From an optimization exercise on the open Yosys and OpenROAD flow, aimed at small area; shortcuts taken in it are not production practice.
At most, simulation tests tie the RTL to the original design; equivalence was not proved.
No activity file was given, so power comes from the tool's default toggle rates.

==> flow/design.v <==
module hesch_cpu (
    input  wire       clk,
    input  wire       rst,
    output wire [7:0] mem_addr,
    input  wire [7:0] mem_rdata,
    output wire       mem_we,
    output wire [7:0] mem_wdata,
    output wire       out_valid,
    output wire [7:0] out_data,
    output wire       halted,
    output wire       fault
);
    localparam [1:0] S_INIT = 2'd0, S_R1 = 2'd1, S_R2MOV = 2'd2, S_R2JMP = 2'd3;
    reg [1:0] state;
    reg [2:0] phase;
    reg       halted_q;
    reg       cy;       
    reg       pc_cy;    
    reg [7:0] ra, rb, rc, rd, rbank, rpc;
    reg [7:0] mar;
    reg [7:1] t;        
    wire first = (phase == 3'd0);
    wire last  = (phase == 3'd7);
    wire init  = (state == S_INIT);
    wire r1    = (state == S_R1);
    wire r2mov = (state == S_R2MOV);
    wire r2jmp = (state == S_R2JMP);
    wire [3:0] op   = mem_rdata[3:0];
    wire [1:0] f_r1 = mem_rdata[7:6];
    wire [1:0] f_r2 = mem_rdata[5:4];
    wire [3:0] dst  = mem_rdata[7:4];
    wire [2:0] src  = mem_rdata[2:0];
    wire pc_cin = first ? 1'b1 : pc_cy;
    wire inc    = rpc[0] ^ pc_cin;
    wire o_ser = mem_rdata[phase];
    wire       spec_src = r2jmp || (r2mov && src[2] && src[1:0] != 2'd2);
    wire [1:0] rsel = r2mov ? {src[1] & ~src[2], src[0]} : f_r1;
    reg x_reg, y, x1;
    always @(*) begin
        case (rsel)
            2'd0: x_reg = ra[0];
            2'd1: x_reg = rb[0];
            2'd2: x_reg = rc[0];
            default: x_reg = rd[0];
        endcase
        case (f_r2)
            2'd0: y = ra[0];
            2'd1: y = rb[0];
            2'd2: y = rc[0];
            default: y = rd[0];
        endcase
        case (f_r1)
            2'd0: x1 = ra[1];
            2'd1: x1 = rb[1];
            2'd2: x1 = rc[1];
            default: x1 = rd[1];
        endcase
    end
    wire x_spec = (r2mov && src[1]) ? rbank[0] : ((r2jmp || src[0]) ? o_ser : inc);
    wire x = spec_src ? x_spec : x_reg;
    wire sub   = (op[2:0] == 3'd1);
    wire addsub = (op[2:1] == 2'b00);
    wire yi    = y ^ sub;
    wire k     = (op[2:0] == 3'd3) || (addsub && (first ? sub : cy));
    wire maj   = (x & yi) | (x & k) | (yi & k);
    wire sum   = x ^ yi ^ k;
    reg alu;
    always @(*) begin
        case (op[2:0])
            3'd2, 3'd3: alu = maj;
            3'd6:       alu = !first && t[7];
            3'd7:       alu = !last && x1;
            default:    alu = sum;
        endcase
    end
    wire val = r1 ? alu : x;
    wire stop = r1 && op[3] && op[2] && (op[1] || op[0]);
    wire       wreg = (r1 && !op[3] && op[2:0] != 3'd5) || (r2mov && dst[3:2] == 2'b00);
    wire [1:0] widx = r2mov ? dst[1:0] : f_r1;
    wire [3:0] reg_we;
    assign reg_we[0] = wreg && widx == 2'd0;
    assign reg_we[1] = wreg && widx == 2'd1;
    assign reg_we[2] = wreg && widx == 2'd2;
    assign reg_we[3] = wreg && widx == 2'd3;
    wire bank_we = r2mov && (dst == 4'd7);
    wire pc_we   = r2jmp || (r2mov && dst == 4'd4);
    wire ins_a    = !init && (reg_we[0] ? val : ra[0]);
    wire ins_b    = !init && (reg_we[1] ? val : rb[0]);
    wire ins_c    = !init && (reg_we[2] ? val : rc[0]);
    wire ins_d    = !init && (reg_we[3] ? val : rd[0]);
    wire ins_bank = !init && (stop ? op[1] : (bank_we ? val : rbank[0]));
    wire ins_pc   = !init && (pc_we ? val : inc);
    wire put = r2mov && last;
    assign mem_we    = put && (dst == 4'd5) && (src != 3'd5);
    assign out_valid = put && (dst == 4'd9);
    assign mem_wdata = {x, t};
    assign out_data  = {x, t};
    assign mem_addr  = mar;
    assign halted    = halted_q;
    assign fault     = rbank[0];
    always @(posedge clk) begin
        ra    <= {ins_a, ra[7:1]};
        rb    <= {ins_b, rb[7:1]};
        rc    <= {ins_c, rc[7:1]};
        rd    <= {ins_d, rd[7:1]};
        rbank <= {ins_bank, rbank[7:1]};
        rpc   <= {ins_pc, rpc[7:1]};
        t     <= {x, t[7:2]};
        cy    <= maj;
        pc_cy <= rpc[0] & pc_cin;
        if (last)
            mar <= {ins_pc, rpc[7:1]};
        if (rst) begin
            state    <= S_INIT;
            phase    <= 3'd0;
            halted_q <= 1'b0;
        end else begin
            phase <= phase + 3'd1;
            if (last) begin
                if (halted_q || stop)      state <= S_R2JMP;
                else if (r1 && op == 4'd8) state <= S_R2MOV;
                else if (r1 && op == 4'd9) state <= S_R2JMP;
                else                       state <= S_R1;
            end
            if (stop && last)
                halted_q <= 1'b1;
        end
    end
endmodule
Settings: LEC_CHECK=0, ABC_AREA=1, CAP_MARGIN=20, CORE_MARGIN=2, CORE_UTILIZATION=40, PLACE_DENSITY=0.6, SLEW_MARGIN=20; clock period 10.0 ns.
standard.sh (not shown) runs the stock make flow with config.mk's settings and CLKGATE_MAP_FILE= SYNTH_SCRIPT=/design/flow/synth_recipe.tcl, a recipe that flattens the netlist after the stock synthesis.
==> flow/flow/run.sh <==
#!/bin/bash
# The standard synthesis; then the combinational logic re-mapped for area
# and set to the smallest drive strengths; then the standard layout with
# the smallest buffer on the ports and a clock tree of small buffers without
# dummy loads. Each tool's output goes to a log of its own here.
set -euo pipefail
here=$(pwd)
res=$here/orfs/results/$FLOW_PLATFORM/hesch_cpu/base
bash standard.sh synth > synth.log 2>&1
dont_use=$(sed -n '/^export DONT_USE_CELLS += \\/,/^#/p' "$FLOW_HOME/platforms/sky130hd/config.mk" | grep -o 'sky130_fd_sc_hd__[a-z0-9_]*' | tr '\n' ' ')
python3 flow/libfilter.py "$FLOW_HOME/platforms/sky130hd/lib/sky130_fd_sc_hd__tt_025C_1v80.lib" "$here/filtered.lib" $dont_use > libfilter.log 2>&1
mkdir -p "$here/restructure"
ODB=$res/1_synth.odb SDC=$res/1_synth.sdc DONT_USE="$dont_use" FILTERED_LIB=$here/filtered.lib RESTRUCTURE_DIR=$here/restructure \
  openroad -no_init -exit flow/resynth.tcl > resynth.log 2>&1
bash standard.sh \
  BUFFER_PORTS_ARGS="-buffer_cell sky130_fd_sc_hd__buf_1" \
  CTS_ARGS="-sink_clustering_enable -repair_clock_nets -dont_use_dummy_load -buf_list sky130_fd_sc_hd__clkbuf_4 -sink_clustering_size 24 -sink_clustering_max_diameter 100" \
  finish > standard.log 2>&1
Other scripts of this flow, unchanged in this note and not shown: flow/flow/libfilter.py, flow/flow/resynth.tcl
Rerun with:
==> flow/design.v (replaced) <==
module hesch_cpu (
    input  wire       clk,
    input  wire       rst,
    output wire [7:0] mem_addr,
    input  wire [7:0] mem_rdata,
    output wire       mem_we,
    output wire [7:0] mem_wdata,
    output wire       out_valid,
    output wire [7:0] out_data,
    output wire       halted,
    output wire       fault
);
    localparam [1:0] S_INIT = 2'd0, S_R1 = 2'd1, S_R2MOV = 2'd2, S_R2JMP = 2'd3;
    reg [1:0] state;
    reg [2:0] phase;
    reg       halted_q;
    reg       fault_q;
    reg       cy;       
    reg       pc_cy;    
    reg [7:0] ra, rb, rc, rd, rbank, rpc;
    reg [7:0] mar;
    reg [7:1] t;        
    wire last  = (phase == 3'd7);
    wire init  = (state == S_INIT);
    wire r1    = (state == S_R1);
    wire r2mov = (state == S_R2MOV);
    wire r2jmp = (state == S_R2JMP);
    wire [3:0] op   = mem_rdata[3:0];
    wire [1:0] f_r1 = mem_rdata[7:6];
    wire [1:0] f_r2 = mem_rdata[5:4];
    wire [3:0] dst  = mem_rdata[7:4];
    wire [2:0] src  = mem_rdata[2:0];
    wire inc    = rpc[0] ^ pc_cy;
    wire o_ser = mem_rdata[phase];
    wire       spec_src = r2jmp || (r2mov && src[2] && src[1:0] != 2'd2);
    wire [1:0] rsel = r2mov ? {src[1] & ~src[2], src[0]} : f_r1;
    reg x_reg, y, x1;
    always @(*) begin
        case (rsel)
            2'd0: x_reg = ra[0];
            2'd1: x_reg = rb[0];
            2'd2: x_reg = rc[0];
            default: x_reg = rd[0];
        endcase
        case (f_r2)
            2'd0: y = ra[0];
            2'd1: y = rb[0];
            2'd2: y = rc[0];
            default: y = rd[0];
        endcase
        case (f_r1)
            2'd0: x1 = ra[1];
            2'd1: x1 = rb[1];
            2'd2: x1 = rc[1];
            default: x1 = rd[1];
        endcase
    end
    wire x_spec = (r2mov && src[1]) ? rbank[0] : ((r2jmp || src[0]) ? o_ser : inc);
    wire x = spec_src ? x_spec : x_reg;
    wire sub    = (op[2:0] == 3'd1);
    wire addsub = (op[2:1] == 2'b00);
    wire xi     = x ^ sub;
    wire k      = (op[2:0] == 3'd3) || (addsub && cy);
    wire maj    = (xi & y) | (xi & k) | (y & k);
    wire sum    = xi ^ y ^ k;
    reg alu;
    always @(*) begin
        case (op[2:0])
            3'd2, 3'd3: alu = maj;
            3'd6:       alu = t[7];
            3'd7:       alu = !last && x1;
            default:    alu = sum ^ sub;
        endcase
    end
    wire val = r1 ? alu : x;
    wire       wreg = (r1 && !op[3] && op[2:0] != 3'd5) || (r2mov && dst[3:2] == 2'b00);
    wire [1:0] widx = r2mov ? dst[1:0] : f_r1;
    wire [3:0] reg_we;
    assign reg_we[0] = wreg && widx == 2'd0;
    assign reg_we[1] = wreg && widx == 2'd1;
    assign reg_we[2] = wreg && widx == 2'd2;
    assign reg_we[3] = wreg && widx == 2'd3;
    wire bank_we = r2mov && (dst == 4'd7);
    wire pc_we   = r2jmp || (r2mov && dst == 4'd4);
    wire ins_a    = !init && (reg_we[0] ? val : ra[0]);
    wire ins_b    = !init && (reg_we[1] ? val : rb[0]);
    wire ins_c    = !init && (reg_we[2] ? val : rc[0]);
    wire ins_d    = !init && (reg_we[3] ? val : rd[0]);
    wire ins_bank = !init && (bank_we ? val : rbank[0]);
    wire ins_pc   = !init && (pc_we ? val : inc);
    wire put = r2mov && last;
    assign mem_we    = put && (dst == 4'd5) && (src != 3'd5);
    assign out_valid = put && (dst == 4'd9);
    assign mem_wdata = {x, t};
    assign out_data  = {x, t};
    assign mem_addr  = mar;
    assign halted    = halted_q;
    assign fault     = fault_q;
    wire stop = r1 && op[3] && op[2] && (op[1] || op[0]);
    always @(posedge clk) begin
        ra    <= {ins_a, ra[7:1]};
        rb    <= {ins_b, rb[7:1]};
        rc    <= {ins_c, rc[7:1]};
        rd    <= {ins_d, rd[7:1]};
        rbank <= {ins_bank, rbank[7:1]};
        rpc   <= {ins_pc, rpc[7:1]};
        t     <= {x && !last, t[7:2]};
        cy    <= maj && !last;
        pc_cy <= last || (rpc[0] && pc_cy);
        if (last)
            mar <= {ins_pc, rpc[7:1]};
        if (rst) begin
            state    <= S_INIT;
            phase    <= 3'd0;
            halted_q <= 1'b0;
            fault_q  <= 1'b0;
        end else begin
            phase <= phase + 3'd1;
            if (last) begin
                if (halted_q)              state <= S_INIT;
                else if (r1 && op == 4'd8) state <= S_R2MOV;
                else if (r1 && op == 4'd9) state <= S_R2JMP;
                else                       state <= S_R1;
            end
            if (stop) begin
                halted_q <= 1'b1;
                fault_q  <= op[1];
            end
        end
    end
endmodule
Clock skew fell by 0.013 ns.
Area after synthesis grows by 1.8%.
Clock-buffer cell count does not change.
Cell area came out higher by 2.1%.
Combinational power falls by about 7%.
Via count fell by about 1.2%.
Worst setup slack gets worse by 0.22 ns.
Routed wire length decreases by about 1.8%.
Maximum frequency came out lower by about 3.7%.
Die area rises by 1.7%.
Sequential cell count climbs by 1.
Global-route usage stays flat.
Function not checked in the second run of this note: the RTL went through the layout flow alone.

-- what the ideal ports hide --
The flow's constraints put no driver on any port. The routed layouts listed below were extracted and timed again, unchanged, in two steps.
Step 1: set_driving_cell puts a clkbuf_16 on clk and a buf_2 on each other input, an assumption about the parent block.
Step 2 moves the port delays by t, midway between the first and last clock arrival at a register: inputs arrive t later, outputs are due t later. That takes back most of the time a late clock gives input paths.
a / b / c = ideal ports / drivers / drivers and shift; a / b = the first two.
run	t (ns)	setup slack, ns	latest minus earliest clock arrival (ns)	worst register clock-pin slew, ns	worst data-port slew with drivers (ns)
the first run	0.395	4.224 / 4.196 / 4.196	0.043 / 0.042	0.11 / 0.11	0.03
the second run	0.400	4.005 / 3.983 / 3.983	0.030 / 0.029	0.10 / 0.10	0.05
After both steps setup and hold are still met in every run listed. The setup slack of the first run, which loses most, moves by -0.028 ns with the drivers and by -0.028 ns with both steps.
